From an optimization exercise on the open Yosys and OpenROAD flow, aimed at a short achievable clock period and few clock cycles per item; shortcuts taken in it are not production practice. Function was checked by simulation only, so behaviour that the tests miss may differ from the original. No activity file was given, so power comes from the tool's default toggle rates.

== lane 3 ==
==> flow/design.v (excerpt) <==
module ap2_core (
    input  wire        clk,
    input  wire        rst,           
    input  wire        start,         
    input  wire [16:0] image_end,     
    output wire        mem_req,
    output wire        mem_we,
    output wire [15:0] mem_addr,
    output wire [15:0] mem_wdata,
    input  wire [15:0] mem_rdata,
    input  wire        mem_ready,
    output wire        done,          
    output wire [1:0]  stop_reason,   
    output wire [15:0] r0,
    output wire [15:0] r1,
    output wire [15:0] r2,
    output wire [15:0] r3,
    output wire [15:0] r4,
    output wire [15:0] r5,
    output wire [15:0] r6,
    output wire [15:0] r7,
    output wire [15:0] pc_out,
    output wire [15:0] sp_out,
    output wire        flag_c,
    output wire        flag_ov,
    output wire        flag_z,
    output wire        flag_s
);
Size: roughly 3900 cells after synthesis, about 590 flip-flops, roughly 240 I/O pins.
export LEC_CHECK = 0
export CAP_MARGIN = 30
export CORE_MARGIN = 2
export CORE_UTILIZATION = 40
export SLEW_MARGIN = 20
create_clock -name core_clock -period 10.0 [get_ports {clk}]
standard.sh (not shown) runs the stock make flow with config.mk's settings and CLKGATE_MAP_FILE= SYNTH_SCRIPT=/design/flow/synth_recipe.tcl, a recipe that flattens the netlist after the stock synthesis.
==> flow/flow/run.sh <==
#!/bin/bash
set -euo pipefail
bash standard.sh SETUP_SLACK_MARGIN=7.5 finish > orfs_make.log 2>&1
Testbench counts of lane 3, summed over its fixed seeds: cycles 62,666, instrs 48,662.
The following lists how lane 2 was set up differently from lane 3:
-- flow/design.v --
<<< lane 3, line 257
    reg [15:0] x [0:7];
    reg [15:0] sp;
    reg        fc, fov, fz, fs;
    reg [15:0] sc [0:7];      
>>> lane 2, line 257
    reg [15:0] x [0:7];
    reg [15:0] sp;
    reg [15:0] sp_p2;         
    reg        fc, fov, fz, fs;
    reg [15:0] sc [0:7];      
<<< lane 3, line 412
    wire [4:0] sdist    = 5'd0 - sp[4:0];
    wire [2:0] sidx_psh = sdist[3:1];
    wire [3:0] sidx_p4  = sdist[4:1] - 4'd1;
    wire [2:0] sidx_pop = sidx_p4[2:0];
    wire       top_v    = |(scv & sdep[8:1]);    
    wire       pop_hit  = pop_do && top_v;
    wire       pop_mem  = pop_do && !top_v;
>>> lane 2, line 413
    wire [4:0] sdist    = 5'd0 - sp[4:0];
    wire [2:0] sidx_psh = sdist[3:1];
    wire       top_v    = |(scv & sdep[8:1]);    
    reg [15:0] sc_top;                           
    integer k;
    always @(*) begin
        sc_top = 16'h0000;
        for (k = 0; k < 8; k = k + 1)
            sc_top = sc_top | ({16{sdep[k + 1]}} & sc[k]);
    end
    wire       pop_hit  = pop_do && top_v;
    wire       pop_mem  = pop_do && !top_v;
<<< lane 3, line 450
    wire [15:0] a_base = a_imm  ? {8'b0, ir[7:0]}
                       : is_psh ? sp
                       : is_pop ? (pop_hit ? sc[sidx_pop] : sp + 16'd2)
                       : fww_a  ? wr
                       : xm;
>>> lane 2, line 456
    wire [15:0] a_base = a_imm  ? {8'b0, ir[7:0]}
                       : is_psh ? sp
                       : is_pop ? (pop_hit ? sc_top : sp_p2)
                       : fww_a  ? wr
                       : xm;
<<< lane 3, line 457
                       : fww_b  ? wr
                       : xn;
    wire [15:0] a_next = fwd_a ? r : a_base;
    wire [15:0] b_next = fwd_b ? (r ^ {16{b_inv}}) : (b_raw ^ {16{b_inv}});
    wire at_end    = {1'b0, pcF} >= ie_q;
    wire bus_fetch = running & !e_memop;
>>> lane 2, line 463
                       : fww_b  ? wr
                       : xn;
    wire        fsa_a  = fwd_a & sel_add;
    wire        fsa_b  = fwd_b & sel_add;
    wire [15:0] a_next = fsa_a ? sum : fwd_a ? r_log : a_base;
    wire [15:0] b_next = fsa_b ? (sum ^ {16{b_inv}})
                       : fwd_b ? (r_log ^ {16{b_inv}}) : (b_raw ^ {16{b_inv}});
    wire at_end    = {1'b0, pcF} >= ie_q;
    wire bus_fetch = running & !e_memop;
<<< lane 3, line 542
    wire [15:0] bw_oth  = e_memop ? e_wdat : b_raw;
    always @(posedge clk) begin
        bus_addr  <= ba_r ? r : ba_oth;
        bus_wdata <= bw_r ? r : bw_oth;
        if (e_first) begin
            daddr  <= A;
>>> lane 2, line 551
    wire [15:0] bw_oth  = e_memop ? e_wdat : b_raw;
    always @(posedge clk) begin
        bus_addr  <= (ba_r & sel_add) ? sum : ba_r ? r_log : ba_oth;
        bus_wdata <= (bw_r & sel_add) ? sum : bw_r ? r_log : bw_oth;
        if (e_first) begin
            daddr  <= A;
<<< lane 3, line 625
                x[i] <= 16'h0000;
            sp  <= STACK_START;
            sdep <= 9'b000000001;
            fc  <= 1'b0;
>>> lane 2, line 634
                x[i] <= 16'h0000;
            sp  <= STACK_START;
            sp_p2 <= STACK_START + 16'd2;
            sdep <= 9'b000000001;
            fc  <= 1'b0;
<<< lane 3, line 633
        end else begin
            for (i = 0; i < 8; i = i + 1) begin
                if (e_wr && !e_ld && (e_rd == i))
                    x[i] <= r;
                else if (e_wr && (e_rd == i))
                    x[i] <= mem_rdata;
>>> lane 2, line 643
        end else begin
            for (i = 0; i < 8; i = i + 1) begin
                if (e_wr && !e_ld && sel_add && (e_rd == i))
                    x[i] <= sum;
                else if (e_wr && !e_ld && (e_rd == i))
                    x[i] <= r_log;
                else if (e_wr && (e_rd == i))
                    x[i] <= mem_rdata;
<<< lane 3, line 641
            end
            if (d_fire & psh_do) begin
                sp   <= sp - 16'd2;
                sdep <= {sdep[7:0], 1'b0};
            end else if (d_fire & pop_do) begin
                sp   <= sp + 16'd2;
                sdep <= {1'b0, sdep[8:1]};
            end
            if (e_alu & e_wzs) begin
>>> lane 2, line 653
            end
            if (d_fire & psh_do) begin
                sp    <= sp - 16'd2;
                sp_p2 <= sp;
                sdep  <= {sdep[7:0], 1'b0};
            end else if (d_fire & pop_do) begin
                sp    <= sp + 16'd2;
                sp_p2 <= sp_p2 + 16'd2;
                sdep  <= {1'b0, sdep[8:1]};
            end
            if (e_alu & e_wzs) begin
[summary]
Changes observed in lane 2 relative to lane 3: global-route wire length before repair closely matched the old numbers, routed wire length shows a reduction of 0.38%, multi-input combinational cell area higher, setup clock skew after layout fell by 0.018 ns, design area decreased about 0.37%. Relative to lane 3, the inserted tap cell count measured on lane 2 has increased slightly.
Testbench counts of lane 2, summed over its fixed seeds: cycles 62,666, instrs 48,662.

* * *

ap2_core, a different RTL version from the one above (not shown whole).
Size: ~3900 cells after synthesis, roughly 240 I/O pins, about 35000 um^2 of cells after synthesis.
## ap2_core
module ap2_core (
    input  wire        clk,
    input  wire        rst,           
    input  wire        start,         
    input  wire [16:0] image_end,     
    output wire        mem_req,
    output wire        mem_we,
    output wire [15:0] mem_addr,
    output wire [15:0] mem_wdata,
    input  wire [15:0] mem_rdata,
    input  wire        mem_ready,
    output wire        done,          
    output wire [1:0]  stop_reason,   
    output wire [15:0] r0,
    output wire [15:0] r1,
    output wire [15:0] r2,
    output wire [15:0] r3,
    output wire [15:0] r4,
    output wire [15:0] r5,
    output wire [15:0] r6,
    output wire [15:0] r7,
    output wire [15:0] pc_out,
    output wire [15:0] sp_out,
    output wire        flag_c,
    output wire        flag_ov,
    output wire        flag_z,
    output wire        flag_s
);
clock: 10.0 ns
lec_check: 0
cap_margin: 30
core_margin: 2
core_utilization: 40
slew_margin: 20
Scripts as last shown in full above: flow/flow/run.sh
Testbench counts at the start, summed over its fixed seeds: cycles 62,666, instrs 48,662.
Rerun with:
--- a/flow/design.v
+++ b/flow/design.v
@@ -253,13 +253,12 @@
     reg        done_q;
     reg        start_q;       
     reg [1:0]  reason;
     reg [16:0] ie_q;          
     reg [15:0] x [0:7];
     reg [15:0] sp;
-    reg [15:0] sp_p2;         
     reg        fc, fov, fz, fs;
     reg [15:0] sc [0:7];      
     reg [7:0]  scv;
     reg [8:0]  sdep;          
     reg [15:0] bus_addr;      
     reg [15:0] bus_wdata;     
@@ -409,20 +408,15 @@
     wire push_ok = !sdep[8];           
     wire pop_ok  = !sdep[0];           
     wire psh_do  = is_psh && push_ok;
     wire pop_do  = is_pop && pop_ok;
     wire [4:0] sdist    = 5'd0 - sp[4:0];
     wire [2:0] sidx_psh = sdist[3:1];
+    wire [3:0] sidx_p4  = sdist[4:1] - 4'd1;
+    wire [2:0] sidx_pop = sidx_p4[2:0];
     wire       top_v    = |(scv & sdep[8:1]);    
-    reg [15:0] sc_top;                           
-    integer k;
-    always @(*) begin
-        sc_top = 16'h0000;
-        for (k = 0; k < 8; k = k + 1)
-            sc_top = sc_top | ({16{sdep[k + 1]}} & sc[k]);
-    end
     wire       pop_hit  = pop_do && top_v;
     wire       pop_mem  = pop_do && !top_v;
     wire d_memop   = is_ldr | is_str | psh_do | pop_mem;
     wire d_store   = is_str | psh_do;
     wire [1:0] d_reason = d_end ? 2'd3 : is_halt ? 2'd1 : 2'd2;
     wire [8:0]  imm9  = ir[10:2];
@@ -452,13 +446,13 @@
     wire fww_a  = w_valid && (w_rd == fm) && a_reg;
     wire fww_b  = w_valid && (w_rd == fn) && b_reg;
     wire [15:0] xm = x[fm];
     wire [15:0] xn = x[fn];
     wire [15:0] a_base = a_imm  ? {8'b0, ir[7:0]}
                        : is_psh ? sp
-                       : is_pop ? (pop_hit ? sc_top : sp_p2)
+                       : is_pop ? (pop_hit ? sc[sidx_pop] : sp + 16'd2)
                        : fww_a  ? wr
                        : xm;
     wire [15:0] b_raw  = (is_str && ir[11]) ? {8'b0, ir[10:8], ir[4:0]}
                        : is_not ? 16'hFFFF
                        : fww_b  ? wr
                        : xn;
@@ -623,37 +617,20 @@
         mt    <= mt_n;
         w_rd  <= e_rd;
         w_c   <= co;
         w_a15 <= A[15];
         w_b15 <= B[15];
     end
-    wire [8:0] sdep_n = start_q ? 9'b000000001
-                      : (d_fire & psh_do) ? {sdep[7:0], 1'b0}
-                      : (d_fire & pop_do) ? {1'b0, sdep[8:1]}
-                      : sdep;
-    reg [15:0] sp_n, sp_p2_n;
-    integer d;
-    always @(*) begin
-        sp_n    = 16'h0000;
-        sp_p2_n = 16'h0000;
-        for (d = 0; d < 9; d = d + 1) begin
-            sp_n    = sp_n    | ({16{sdep_n[d]}} & (STACK_START - 2 * d));
-            sp_p2_n = sp_p2_n | ({16{sdep_n[d]}} & (STACK_START + 2 - 2 * d));
-        end
-    end
-    always @(posedge clk) begin
-        sdep  <= sdep_n;
-        sp    <= sp_n;
-        sp_p2 <= sp_p2_n;
-    end
     wire        e_wr  = e_valid & e_wreg;
     integer i;
     always @(posedge clk) begin
         if (start_q) begin
             for (i = 0; i < 8; i = i + 1)
                 x[i] <= 16'h0000;
+            sp  <= STACK_START;
+            sdep <= 9'b000000001;
             fc  <= 1'b0;
             fov <= 1'b0;
             fz  <= 1'b0;
             fs  <= 1'b0;
             scv <= 8'h00;
         end else begin
@@ -664,12 +641,19 @@
                     x[i] <= r_log;
                 else if (e_wr && (e_rd == i))
                     x[i] <= mem_rdata;
                 else if (w_valid && (w_rd == i))
                     x[i] <= wr;
             end
+            if (d_fire & psh_do) begin
+                sp   <= sp - 16'd2;
+                sdep <= {sdep[7:0], 1'b0};
+            end else if (d_fire & pop_do) begin
+                sp   <= sp + 16'd2;
+                sdep <= {1'b0, sdep[8:1]};
+            end
             if (e_alu & e_wzs) begin
                 fz <= res_z;
                 fs <= res_s;
             end else if (w_valid) begin
                 fz <= w_z;
                 fs <= wr[15];
Result:
- area after synthesis rises slightly
- via count rises slightly
- design area rises slightly
- cell count rises slightly
- setup slack gains 86 ps
- critical path depth rises by 12
- power rises by roughly a tenth
- sequential share of layout area falls by 0.27 points
- die area rises slightly
Testbench counts after the change, summed over its fixed seeds: cycles 62,666, instrs 48,662.

[port drivers added, routing unchanged]
The flow's constraints put no driver on any port. The routed layouts listed below were extracted and timed again, unchanged, in two steps. Step 1 (the two cells are an assumption about what drives the block):
set clk [get_ports {clk}]
set_driving_cell -lib_cell sky130_fd_sc_hd__clkbuf_16 $clk
set_driving_cell -lib_cell sky130_fd_sc_hd__buf_2 [delete_from_list [all_inputs] $clk]
Step 2 adds t to the input delays and takes it off the output delays; t is the mean of the earliest and latest rising clock arrival at the registers after step 1. Input paths then give back, and output paths get back, about the clock's delay inside the block. a / b / c = no drivers / after step 1 / after step 2; a / b = the first two.
run | shift t [ns] | slack for setup (ns) | slew at the worst register clock pin (ns)
lane 3 | 0.720 | 6.750 / 6.710 / 6.331 | 0.07 / 0.07
lane 2 | 0.692 | 6.235 / 6.235 / 6.211 | 0.07 / 0.07
the first run of note 2 | 0.712 | 6.675 / 6.601 / 6.323 | 0.08 / 0.08
the second run of note 2 | 0.710 | 6.761 / 6.688 / 6.421 | 0.07 / 0.07
After both steps setup and hold are still met in every run listed. For lane 3, which loses most, drivers alone change the setup slack by -0.040 ns; drivers and shift together by -0.419 ns.
